Context: an optimization exercise on an open-source flow, tuned for small area, a short achievable clock period and few clock cycles per item. The choices shown serve that exercise and are no tape-out recipe.
The RTL was checked by simulation tests, not by an equivalence proof against the original design.
No activity file was given, so power comes from the tool's default toggle rates.

Setup of maple:
Design modbus_master, start of the top module:
module modbus_master #(
    parameter COUNT_MAX = 125
) (
    input  wire        clk,
    input  wire        rst,           
    input  wire        req_valid,
    output wire        req_ready,
    input  wire [7:0]  req_slave,
    input  wire [15:0] req_addr,
    input  wire [15:0] req_count,
    output wire        tx_valid,
    input  wire        tx_ready,
    output wire [7:0]  tx_data,
    input  wire        rx_valid,
    output wire        rx_ready,
    input  wire [7:0]  rx_data,
    input  wire        tmo,
    output wire        res_valid,
    input  wire        res_ready,
    output wire [15:0] res_data,
    output wire [2:0]  res_status,
    output wire        res_last
);
    localparam [2:0] ST_OK        = 3'd0,
                     ST_TIMEOUT   = 3'd1,
                     ST_CRC16     = 3'd2,
                     ST_ADDR_FUNC = 3'd3,
                     ST_LENGTH    = 3'd4,
                     ST_REFUSED   = 3'd5;
    localparam NW = 125;            
    localparam QD = 4;              
    localparam QB = 2;              
    reg  [7:0]  g;                  
    reg  [6:0]  p;                  
    reg         idle;               
    reg         frz;                
    reg  [7:0]  slave;
    reg  [15:0] addr;
    reg  [6:0]  count;
    reg         big;                
    reg  [6:0]  acount;             
    reg         rdy_q;
    reg         refp;               
    reg         txv;
    reg  [7:0]  txd;
    reg  [2:0]  txc;
    reg  [15:0] crc;
    reg         inwin;              
    reg         rxr;
    reg  [1:0]  hdr;                
    reg  [8:0]  left;               
    reg         par;                
  ...
export LEC_CHECK = 0
export CAP_MARGIN = 20
export CORE_MARGIN = 2
export CORE_UTILIZATION = 55
export CTS_CLUSTER_DIAMETER = 75
export CTS_CLUSTER_SIZE = 30
export PLACE_DENSITY = 0.7
export SLEW_MARGIN = 20
create_clock -name core_clock -period 9.0 [get_ports {clk}]
standard.sh (not shown) runs the stock make flow with config.mk's settings and CLKGATE_MAP_FILE= SYNTH_SCRIPT=/design/flow/synth_recipe.tcl, a recipe that flattens the netlist after the stock synthesis.
==> flow/flow/run.sh <==
#!/bin/bash
set -euo pipefail
bash standard.sh SETUP_SLACK_MARGIN=5.6 finish > orfs_make.log 2>&1
Per the final summary, maple finished and its layout is clean on timing, DRC and antenna.
Testbench counts of maple, summed over its fixed seeds: cycles 16,705, transactions 320.
Modified inputs, lagoon compared to maple
Settings: an added SETUP_SLACK_MARGIN of 5.
==> flow/run.sh (new file) <==
#!/bin/bash
# synth_recipe.tcl (not shown) runs the flow's synth.tcl, then flattens the netlist and writes it again
# the make line also repeats each setting of config.mk as NAME=value (left out here)
make -C /OpenROAD-flow-scripts/flow DESIGN_CONFIG=/design/flow/config.mk WORK_HOME=/design/flow/orfs CLKGATE_MAP_FILE= SYNTH_SCRIPT=/design/flow/synth_recipe.tcl finish
removed: flow/flow/run.sh
removed: flow/standard.sh
Findings:
- On pin count of the biggest net entering global routing: lagoon sits below maple.
- There was hardly any difference in cell area after placement between maple and lagoon.
- Flip-flop and latch count: lagoon vs maple identical
- Mux cell area share after synthesis came out exactly the same in maple and lagoon.
- Worst setup path startpoint = x[1]: lagoon; worst setup path startpoint = rdat[9]: maple
- Cell depth of the worst setup path: maple and lagoon compared, lower one is maple
> inputs changed (lagoon -> zinc)
Settings: a change of CORE_UTILIZATION from 55 to 68; a deleted SETUP_SLACK_MARGIN that had been 5; a change of PLACE_DENSITY from 0.7 to 0.8.
==> flow/flow/run.sh (new file) <==
#!/bin/bash
set -euo pipefail
bash standard.sh SETUP_SLACK_MARGIN=6.05 finish > orfs_make.log 2>&1
==> flow/standard.sh (new file) <==
#!/bin/bash
# synth_recipe.tcl (not shown) runs the flow's synth.tcl, then flattens the netlist and writes it again
# the make line also repeats each setting of config.mk as NAME=value (left out here)
make -C /OpenROAD-flow-scripts/flow DESIGN_CONFIG=/design/flow/config.mk WORK_HOME=/design/flow/orfs CLKGATE_MAP_FILE= SYNTH_SCRIPT=/design/flow/synth_recipe.tcl "${@:-finish}"
removed: flow/run.sh
zinc vs lagoon — count of standard-cell rows dropped about 11%. Delta (zinc minus lagoon): clock-cell share of area dropped 0.55 points, number of instances in the synthesized netlist level, number of tap cells inserted down 293. Taking lagoon as the reference, in zinc share of final-layout standard cells stronger than drive strength 1 has increased, initial antenna violation count has increased, buffer count from post-CTS setup fixing has increased, sum of internal, switching and leakage power has increased, non-clock buffer count has increased. Register-to-register path setup slack (higher): zinc. [diff] first-pass GRT wire length, zinc relative to lagoon: regression.

modbus_master again, from the RTL that the note above started with.
export LEC_CHECK = 0
export CAP_MARGIN = 20
export CORE_MARGIN = 2
export CORE_UTILIZATION = 55
export CTS_CLUSTER_DIAMETER = 75
export CTS_CLUSTER_SIZE = 30
export PLACE_DENSITY = 0.7
export SLEW_MARGIN = 20
create_clock -name core_clock -period 9.0 [get_ports {clk}]
==> flow/flow/run.sh <==
#!/bin/bash
set -euo pipefail
bash standard.sh SETUP_SLACK_MARGIN=6.3 finish > orfs_make.log 2>&1
Testbench counts at the start, summed over its fixed seeds: cycles 16,705, transactions 320.
Change:
==> flow/flow/run.sh (replaced) <==
#!/bin/bash
set -euo pipefail
bash standard.sh SETUP_SLACK_MARGIN=5.9 finish > orfs_make.log 2>&1
--- a/flow/config.mk
+++ b/flow/config.mk
@@ -9,6 +9,6 @@
 export CORE_MARGIN = 2
-export CORE_UTILIZATION = 55
+export CORE_UTILIZATION = 80
 export CTS_CLUSTER_DIAMETER = 75
 export CTS_CLUSTER_SIZE = 30
-export PLACE_DENSITY = 0.7
+export PLACE_DENSITY = 0.88
 export SLEW_MARGIN = 20
After rerunning:
- The new run completed with no timing, DRC or antenna violations
- via count rises by 9.8%
- total power decreases by 6.1%
- wire length grows by 23%
Change:
--- a/flow/config.mk
+++ b/flow/config.mk
@@ -9,6 +9,6 @@
 export CORE_MARGIN = 2
-export CORE_UTILIZATION = 80
+export CORE_UTILIZATION = 68
 export CTS_CLUSTER_DIAMETER = 75
 export CTS_CLUSTER_SIZE = 30
-export PLACE_DENSITY = 0.88
+export PLACE_DENSITY = 0.8
 export SLEW_MARGIN = 20
The changed run completed with no timing, DRC or antenna violations.
Count of clock-buffer cells in the layout climbs by 2.
Global-route usage drops by 12 points.
Final cell count climbs by 3.7%.
Design area hardly moves.
Via count drops by 10%.
Worst hold slack is worse by 0.012 ns.

==> re-timing with driven ports <==
The results above use ideal ports. As a check the final layouts listed here were re-extracted and re-timed, cells and wires unchanged. Step 1: set_driving_cell puts a clkbuf_16 on clk and a buf_2 on each other input, an assumption about the parent block. Step 2 moves the port delays by t, midway between the first and last clock arrival at a register: inputs arrive t later, outputs are due t later. That takes back most of the time a late clock gives input paths. Slacks: ideal / step 1 / step 2; pairs: ideal / step 1.
| run | shift t [ns] | setup WS [ns] | worst data-port slew with drivers (ns) |
|---|---|---|---|
| maple | 0.768 | 5.682 / 5.610 / 4.991 | 0.07 |
| lagoon | 0.771 | 5.057 / 5.057 / 4.463 | 0.05 |
| zinc | 0.772 | 5.733 / 5.655 / 5.381 | 0.04 |
| the first run of note 2 | 0.770 | 5.738 / 5.666 / 5.584 | 0.06 |
| the second run of note 2 | 0.768 | 5.664 / 5.588 / 5.230 | 0.05 |
| the third run of note 2 | 0.758 | 5.734 / 5.664 / 5.264 | 0.05 |
After both steps every run listed still meets setup and hold. For maple, which loses most, drivers alone change the setup slack by -0.072 ns; drivers and shift together by -0.691 ns.
